What follows belongs to an exercise in optimizing a design on an open flow for small area, a short achievable clock period and few clock cycles; a production flow would make more cautious choices. The RTL was checked by simulation tests, not by an equivalence proof against the original design. No activity file was given, so power comes from the tool's default toggle rates.

$ cat design/flow/config.mk
export PLATFORM = sky130hd
export DESIGN_NAME = dbc3_blit
export DESIGN_NICKNAME = dbc3_blit
export VERILOG_FILES = /design/flow/design.v
export SDC_FILE = /design/flow/constraint.sdc
export NUM_CORES = 4
export LEC_CHECK = 0
export CAP_MARGIN = 20
export CORE_MARGIN = 2
export CORE_UTILIZATION = 40
export PLACE_DENSITY = 0.6
export SLEW_MARGIN = 20
$ cat design/flow/constraint.sdc
create_clock -name core_clock -period 8.0 [get_ports {clk}]
set_input_delay 1.6000 -clock core_clock [delete_from_list [all_inputs] [get_ports {clk}]]
set_output_delay 1.6000 -clock core_clock [all_outputs]
set_load 0.01 [all_outputs]
$ cat design/flow/design.v
module dbc3_blit (
    input  wire        clk,
    input  wire        rst,
    input  wire        start,
    output wire        ready,
    output reg         done,
    input  wire [23:0] src_addr,
    input  wire [8:0]  blit_x,
    input  wire [8:0]  blit_y,
    input  wire        flip_x,
    input  wire        flip_y,
    input  wire [7:0]  pen,
    input  wire        pen_mode,
    input  wire [9:0]  clip_x,
    input  wire [9:0]  clip_y,
    input  wire [9:0]  clip_width,
    input  wire [9:0]  clip_height,
    input  wire [3:0]  clip_ctrl,
    input  wire [23:0] rom_len,
    output wire [23:0] end_src_addr,
    output wire [8:0]  end_blit_y,
    output reg         anom_oor,
    output reg  [7:0]  anom_unk,
    output wire        rom_req,
    output wire [23:0] rom_addr,
    input  wire        rom_gnt,
    input  wire [7:0]  rom_rdata,
    output wire        pix_valid,
    input  wire        pix_ready,
    output wire [8:0]  pix_x,
    output wire [8:0]  pix_y,
    output wire [7:0]  pix_pen
);
    localparam [2:0] OP_NEXT = 3'd0, OP_LINE = 3'd1, OP_COPY = 3'd2,
                     OP_SKIP = 3'd3, OP_UNUSED = 3'd4, OP_CHGA = 3'd5,
                     OP_CHGP = 3'd6, OP_STOP = 3'd7;
    localparam [2:0] S_IDLE = 3'd0,
                     S_HDR  = 3'd1,     
                     S_OP   = 3'd2,     
                     S_PIX  = 3'd3,     
                     S_FIN  = 3'd4;     
    reg [2:0]  state;
    reg        ready_r;
    reg [23:0] len_r;
    reg        flip_x_r, flip_y_r;
    reg [7:0]  pen_r;
    reg        pen_mode_r;
    reg [9:0]  cx_r, cy_r;        
    reg [8:0]  cr_r, cb_r;        
    reg [3:0]  ctrl_r;
    reg [8:0]  x_start, x_r, y_r;
    reg [2:0]  ps1;               
    reg [3:0]  as1;               
    reg [15:0] cnt;               
    reg        is_copy, first;
    reg [23:0] fa;                
    reg        req;               
    reg        dv;                
    reg        endf;              
    reg [31:0] sb;
    reg [4:0]  rd;                
    reg [5:0]  bc;                
    reg [1:0]  wslot;             
    reg        pv_r;
    reg [8:0]  px_r;
    reg [7:0]  pp_r;
    assign ready        = ready_r;
    assign rom_req      = req;
    assign rom_addr     = fa;
    assign pix_valid    = pv_r;
    assign pix_x        = px_r;
    assign pix_y        = y_r;
    assign pix_pen      = pp_r;
    assign end_src_addr = fa;
    assign end_blit_y   = y_r;
    wire        exh = endf & ~dv;         
    wire [63:0] sb2 = {sb, sb};
    wire [63:0] rot = sb2 >> rd;
    reg  [18:0] h;                        
    integer j;
    always @(*) begin
        for (j = 0; j < 19; j = j + 1)
            h[j] = rot[j] | (exh & (bc <= j));
    end
    wire [2:0]  op   = {h[0], h[1], h[2]};
    wire [15:0] tfld = {h[3], h[4], h[5], h[6], h[7], h[8], h[9], h[10],
                        h[11], h[12], h[13], h[14], h[15], h[16], h[17], h[18]};
    wire [15:0] nval = tfld >> (4'd15 - as1);
    wire [7:0]  qfld = {h[0], h[1], h[2], h[3], h[4], h[5], h[6], h[7]};
    wire [7:0]  pval = qfld >> (3'd7 - ps1);
    wire ge3 = bc >= 6'd3;
    wire ge6 = bc >= 6'd6;
    wire ge7 = bc >= 6'd7;
    wire ge8 = bc >= 6'd8;
    wire geA = bc >= ({2'b0, as1} + 6'd4);
    wire geP = bc >= ({3'b0, ps1} + 6'd1);
    wire xclip = ({1'b0, x_r} < cx_r) || (x_r > cr_r);
    wire yclip = ({1'b0, y_r} < cy_r) || (y_r > cb_r);
    wire ax = (ctrl_r[0] & ~xclip) | (ctrl_r[1] & xclip);
    wire ay = (ctrl_r[2] & ~yclip) | (ctrl_r[3] & yclip);
    wire [7:0] color = (pen_mode_r ? {pval[7:4], pen_r[3:0]} : pval)
                       | {pen_r[7:4], 4'h0};
    wire [8:0] xstep = flip_x_r ? 9'h1FF : 9'h001;
    wire [8:0] ystep = flip_y_r ? 9'h1FF : 9'h001;
    wire [8:0] xskip = x_r + (flip_x_r ? (~nval[8:0] + 9'd1) : nval[8:0]);
    wire pv_hold = pv_r & ~pix_ready;
    reg        go;                
    reg [4:0]  w;                 
    reg        bits_ok;
    always @(*) begin
        w = 5'd0;
        bits_ok = 1'b1;
        go = 1'b0;
        case (state)
            S_HDR: begin
                w = 5'd8;
                bits_ok = ge8;
                go = 1'b1;
            end
            S_OP: begin
                case (op)
                    OP_LINE, OP_COPY, OP_SKIP: begin
                        w = {1'b0, as1} + 5'd4;
                        bits_ok = geA;
                    end
                    OP_CHGA: begin w = 5'd7; bits_ok = ge7; end
                    OP_CHGP: begin w = 5'd6; bits_ok = ge6; end
                    default: begin w = 5'd3; bits_ok = ge3; end
                endcase
                go = !(op == OP_NEXT && pv_hold);
            end
            S_PIX: begin
                if (is_copy | first) begin
                    w = {2'b0, ps1} + 5'd1;
                    bits_ok = geP;
                end
                go = !pv_hold;
            end
            default: ;
        endcase
        if (!(bits_ok | exh)) go = 1'b0;
    end
    wire [5:0] cons = !go ? 6'd0 : (bits_ok ? {1'b0, w} : bc);
    wire       oor_now = go & ~bits_ok;
    wire        gnt_now = req & rom_gnt;
    wire [5:0]  bc_next = bc - cons + (dv ? 6'd8 : 6'd0);
    wire        fin_go  = (state == S_FIN) & ~req & ~dv & ~pv_hold;
    wire [23:0] fa_inc  = fa + 24'd1;
    always @(posedge clk) begin
        if (rst) begin
            state   <= S_IDLE;
            ready_r <= 1'b1;
            done    <= 1'b0;
            req     <= 1'b0;
            dv      <= 1'b0;
            pv_r    <= 1'b0;
        end else begin
            done <= 1'b0;
            dv <= gnt_now;
            if (dv) begin
                case (wslot)
                    2'd0: sb[7:0]   <= {rom_rdata[0], rom_rdata[1], rom_rdata[2], rom_rdata[3], rom_rdata[4], rom_rdata[5], rom_rdata[6], rom_rdata[7]};
                    2'd1: sb[15:8]  <= {rom_rdata[0], rom_rdata[1], rom_rdata[2], rom_rdata[3], rom_rdata[4], rom_rdata[5], rom_rdata[6], rom_rdata[7]};
                    2'd2: sb[23:16] <= {rom_rdata[0], rom_rdata[1], rom_rdata[2], rom_rdata[3], rom_rdata[4], rom_rdata[5], rom_rdata[6], rom_rdata[7]};
                    2'd3: sb[31:24] <= {rom_rdata[0], rom_rdata[1], rom_rdata[2], rom_rdata[3], rom_rdata[4], rom_rdata[5], rom_rdata[6], rom_rdata[7]};
                endcase
                wslot <= wslot + 2'd1;
            end
            bc <= bc_next;
            rd <= rd + cons[4:0];
            if (oor_now) anom_oor <= 1'b1;
            if (gnt_now) begin
                fa <= fa_inc;
                if (fa_inc == len_r) endf <= 1'b1;
            end
            req <= (state == S_HDR || state == S_OP || state == S_PIX)
                   && !(state == S_OP && go && op == OP_STOP)
                   && !endf && !(gnt_now && fa_inc == len_r)
                   && (bc_next + (gnt_now ? 6'd16 : 6'd8) <= 6'd32);
            if (pv_r && pix_ready) pv_r <= 1'b0;
            case (state)
                S_IDLE: begin
                    if (start) begin
                        ready_r    <= 1'b0;
                        len_r      <= rom_len;
                        flip_x_r   <= flip_x;
                        flip_y_r   <= flip_y;
                        pen_r      <= pen;
                        pen_mode_r <= pen_mode;
                        cx_r       <= clip_x;
                        cy_r       <= clip_y;
                        cr_r       <= (({1'b0, clip_x} + {1'b0, clip_width}) > 11'd511)
                                      ? 9'd511 : (clip_x[8:0] + clip_width[8:0]);
                        cb_r       <= (({1'b0, clip_y} + {1'b0, clip_height}) > 11'd511)
                                      ? 9'd511 : (clip_y[8:0] + clip_height[8:0]);
                        ctrl_r     <= clip_ctrl;
                        x_start    <= blit_x;
                        x_r        <= blit_x;
                        y_r        <= blit_y;
                        fa         <= src_addr;
                        endf       <= (src_addr >= rom_len);
                        req        <= (src_addr < rom_len);
                        bc         <= 6'd0;
                        rd         <= 5'd0;
                        wslot      <= 2'd0;
                        anom_oor   <= 1'b0;
                        anom_unk   <= 8'd0;
                        state      <= S_HDR;
                    end
                end
                S_HDR: if (go) begin
                    ps1   <= {h[1], h[2], h[3]};
                    as1   <= {h[4], h[5], h[6], h[7]};
                    state <= S_OP;
                end
                S_OP: if (go) begin
                    case (op)
                        OP_NEXT: begin
                            y_r <= y_r + ystep;
                            x_r <= x_start;
                        end
                        OP_LINE, OP_COPY: begin
                            is_copy <= (op == OP_COPY);
                            first   <= 1'b1;
                            state   <= S_PIX;
                            if (op == OP_LINE && !ay) begin
                                x_r <= xskip;
                                cnt <= 16'd0;
                            end else begin
                                cnt <= nval;
                            end
                        end
                        OP_SKIP: x_r <= xskip;
                        OP_UNUSED: if (anom_unk != 8'hFF) anom_unk <= anom_unk + 8'd1;
                        OP_CHGA: as1 <= {h[3], h[4], h[5], h[6]};
                        OP_CHGP: ps1 <= {h[3], h[4], h[5]};
                        OP_STOP: state <= S_FIN;
                    endcase
                end
                S_PIX: if (go) begin
                    pv_r  <= ax & ay;
                    px_r  <= x_r;
                    if (is_copy | first) pp_r <= color;
                    x_r   <= x_r + xstep;
                    cnt   <= cnt - 16'd1;
                    first <= 1'b0;
                    if (cnt == 16'd0) state <= S_OP;
                end
                S_FIN: if (fin_go) begin
                    fa      <= fa - {21'd0, bc[5:3]};
                    done    <= 1'b1;
                    ready_r <= 1'b1;
                    state   <= S_IDLE;
                end
                default: state <= S_IDLE;
            endcase
        end
    end
endmodule
$ cat design/flow/run.sh
#!/bin/bash
# synth_recipe.tcl (not shown) runs the flow's synth.tcl, then flattens the netlist and writes it again
# the make line also repeats each setting of config.mk as NAME=value (left out here)
make -C /OpenROAD-flow-scripts/flow DESIGN_CONFIG=/design/flow/config.mk WORK_HOME=/design/flow/orfs CLKGATE_MAP_FILE= SYNTH_SCRIPT=/design/flow/synth_recipe.tcl finish
==> flow_metrics.py <==
metrics = {
    "timing": {
        "fmax_mhz": 140.3,
        "fin_crit_ps": 7127,
        "hold_viol": 0,
        "maxSlewHeadroom": 0.3330,
        "skew_ps": 14.61,
        "hold_slack_ps": 479.4,
        "rsz0062_at_grt": "no",
        "drv_slew": 0,
        "worst_pin_slew_ps": 996.9,
        "tns_ps": 0,
        "fin_crit_sh": 0.8909,
        "finalSetupViolations": 0,
    },
    "setup_path": {
        "cp_slowest_cell": "edfxtp_1",
        "worst-setup-path-type": "reg2reg",
        "cp_slowest_stage_delay_ps": 860,
        "worst_ep_arrival_time_ps": 7620,
        "crit_chain": "mux4_2 -> mux4_2 -> mux2_2 -> a21o_1 -> or2_4 -> nand4_2 -> nand4_2 -> a31oi_4 -> inv_2 -> or3_1 -> a211oi_1 -> fa_1 -> inv_1 -> ha_1 -> xnor2_1 -> ha_1 -> inv_1 -> fa_1 -> nor4bb_1 -> a21oi_1 -> or4_1 -> a21oi_1 -> o2bb2ai_1",
        "critPathMaxFanout": 16,
        "required_ps": 8500,
        "critical_path.startpoint_type": "register",
        "cp-end-kind": "register",
    },
    "floorplanning": {
        "num_rows": 79,
        "fp.dieH_um": 220.3,
        "design.die.area_um2": 48530,
        "start_util": 0.4036,
        "die_w_um": 220.3,
        "io_pins": 230,
        "core_um2": 46360,
    },
    "synth": {
        "synthCells": 1868,
        "ys_ff_latch": 233,
        "yosysTopAreaCell": "edfxtp_1",
        "syn-cell-area_um2": 18710,
        "synth_edf_count": 225,
        "synthTopCellsByArea": "edfxtp_1 36%, ha_1 9.0%, mux4_2 4.8%",
        "syn_avg_cell_area_um2": 10.02,
        "netlist_top_cells_count": "225 x edfxtp_1, 138 x nand2_1, 135 x ha_1",
        "ys_async_sr_fraction": 0,
        "seq_area_frac_synth": 0.3696,
        "synth_top_area_frac": 0.3611,
        "ys_warn_count": 1,
        "synth-main-ff-cell": "edfxtp_1",
        "ys_types": 91,
        "synth_nets": 2147,
        "yosysMostFrequentCell": "edfxtp_1",
    },
    "clock_network": {
        "numCtsBuffers": 28,
        "clk_path_buf_depth": 3,
        "clock-sinks": 233,
        "htreeDepth": 1,
        "clk_latency_ps": 570,
        "post-cts-setup-buffers": 0,
        "cts-root-buf": "clkbuf_16",
        "cts_resized": 0,
        "cts_tree": "yes",
        "cts_hold_buf": 0,
        "clk_pin_slew_ps": 70,
    },
    "pwr": {
        "seq_power_share": 0.252,
        "swShare": 0.4422,
        "vdd_ir_drop_max_mv": 0.1916,
        "internal_power_mw": 4.654,
        "p_leak_nw": 8.440,
        "combPwrFrac": 0.603,
        "p_per_area_nw_per_um2": 377.5,
        "clkPwrFrac": 0.145,
        "power.switching_mw": 3.689,
    },
    "global_routing": {
        "grt_overflow": 0,
        "grt_use_total": 0.2174,
        "grt_pass1_wl_um": 83280,
        "antenna_found_initial": 0,
        "grt_pass1_vias": 15047,
        "grt_max_degree": 50,
    },
    "worst_hold_path": {
        "min_path_type": "reg2reg",
    },
    "routing": {
        "ant_nets": 0,
        "drtPass1Iterations": 5,
        "vias": 15211,
        "drt_iter0_drc": 1232,
        "viasPerCell": 5.749,
        "drc": 0,
        "wl_per_cell_um": 20.19,
        "wl_um": 53430,
    },
    "placed_design": {
        "port_buffers": 229,
        "place_area_um2": 21250,
        "gp_congestion": 0.8885,
        "dp_hpwl_um": 40100,
    },
    "layout": {
        "synthToLayoutAreaGrowth_pct": 18.12,
        "fin_util": 0.4768,
        "antenna_cells": 0,
        "layout-drive-gt1-share": 0.08043,
        "nets": 2300,
        "design_area_um2": 22100,
    },
    "run_status": {
        "status": "finished clean",
    },
    "run": {
        "cap_violations": 0,
    },
}
[critical path: cells and delay by family, from the launching register on]
| family | cells | cell delay [ps] |
|---|---|---|
| DFF | 1 | 860 |
| AOI/OAI and AO/OA | 6 | 1310 |
| muxes | 3 | 1400 |
| adders and majority gates | 4 | 1390 |
| and+or+nand+nor | 6 | 1660 |
| buffers and inverters | 3 | 190 |
| xor gates and xnor gates | 1 | 220 |
[layout make-up]
cell class / instances / area [µm²]
fill: 4275 / 24260
multi-input combinational: 1382 / 10640
sequential: 233 / 6917
timing repair buffer: 251 / 2470
tap: 607 / 759.5
clock buffer: 33 / 719.4
inverter: 125 / 469.2
clock inverter: 15 / 130.1
[power groups by stage]
stage                     Combinational, mW  Clock, mW  Sequential, mW
after floorplan                        3.92          0            1.92
after global placement                 4.93          0            2.12
after detailed placement               4.99          0            2.12
after CTS                              5.03       1.24            2.10
after global routing                   5.57       1.28            2.15
final                                  5.03       1.21            2.10
[layer usage]
layer	track usage	wire length (µm)	vias to the layer above
li1	-	-	7227
met1	0.2962	22920	7348
met2	0.3557	25370	523
met3	0.02914	3326	113
met4	0.07494	1818	0
met5	0	0	-
[cell usage in the layout (no fill, tap or decap), types with 33 or more instances in the layout]
| master | netlist | routed |
|---|---|---|
| clkdlybuf4s50_1 | 0 | 229 |
| a21o_1 | 39 | 39 |
| nand3_1 | 51 | 51 |
| mux4_2 | 40 | 40 |
| nand2_1 | 138 | 138 |
| inv_1 | 121 | 121 |
| o22ai_1 | 33 | 33 |
| nor3_1 | 47 | 47 |
| xnor2_1 | 83 | 83 |
| nor2_1 | 114 | 113 |
| edfxtp_1 | 225 | 225 |
| o21ai_0 | 82 | 82 |
| ha_1 | 135 | 135 |
| a21oi_1 | 116 | 116 |
| mux2i_1 | 79 | 79 |
[registers in the layout (all words and copies together) (netlist names), 9 cells and up]
name and cells:
cnt 16, cy_r 10, fa 24, cr_r 9, y_r 9, cx_r 10
len_r 24, x_start 9, sb 32, x_r 9, px_r 9, cb_r 9
[metrics by stage]
stage               worst slack, ps  cells  power, mW
floorplan                      1631   1868      5.834
global placement              943.8   2598      7.051
detailed placement            864.1   2598      7.111
CTS                           829.3   2646      8.363
global route                  451.3   2646      9.000
finish                        872.9   2646      8.344
[path summary, 6_finish.rpt]
check	from	to	slack, ps	cells past startpoint
worst max-delay path	rd[0]$_DFFE_PN_	req$_SDFF_PP0_	870	23
worst max register to register	rd[0]$_DFFE_PN_	req$_SDFF_PP0_	870	23
worst min-delay path	ready_r$_SDFFE_PP1P_	ready_r$_SDFFE_PP1P_	480	2
worst min register to register	ready_r$_SDFFE_PP1P_	ready_r$_SDFFE_PP1P_	480	2
[kinds of logic (layout without fill, tap and decap cells)]
logic type               after synthesis  in the layout  share of synthesized area
adder cells (fa/ha/maj)              145            145                     0.1010
buffers and inverters                253            424                    0.06252
AND/OR/NAND/NOR                      514            514                     0.1378
multiplexers                         156            156                     0.1130
AO/OA/AOI/OAI                        454            454                     0.1632
flip-flops                           233            233                     0.3696
XOR/XNOR                             113            113                    0.05289
Testbench counts, summed over its fixed seeds: cycles 37,183.

[separate check: timing with driven ports]
The results above use ideal ports. As a check the final layout listed here was re-extracted and re-timed, cells and wires unchanged. Step 1 assumes that a clkbuf_16 drives the clock port and a buf_2 every other input. Step 2 also shifts input and output timing later by t, the mid clock arrival at the registers, as if the neighbouring blocks saw the same clock. Slacks: ideal ports / drivers / drivers and shift; pairs: ideal ports / drivers.
t, ns: 0.625
setup WS [ns]: 0.873 / 0.873 / 0.873
pins driven straight from the clock port: 1
After both steps this run still meets setup and hold. For this run, drivers alone change the setup slack by 0.000 ns; drivers and shift together by 0.000 ns.
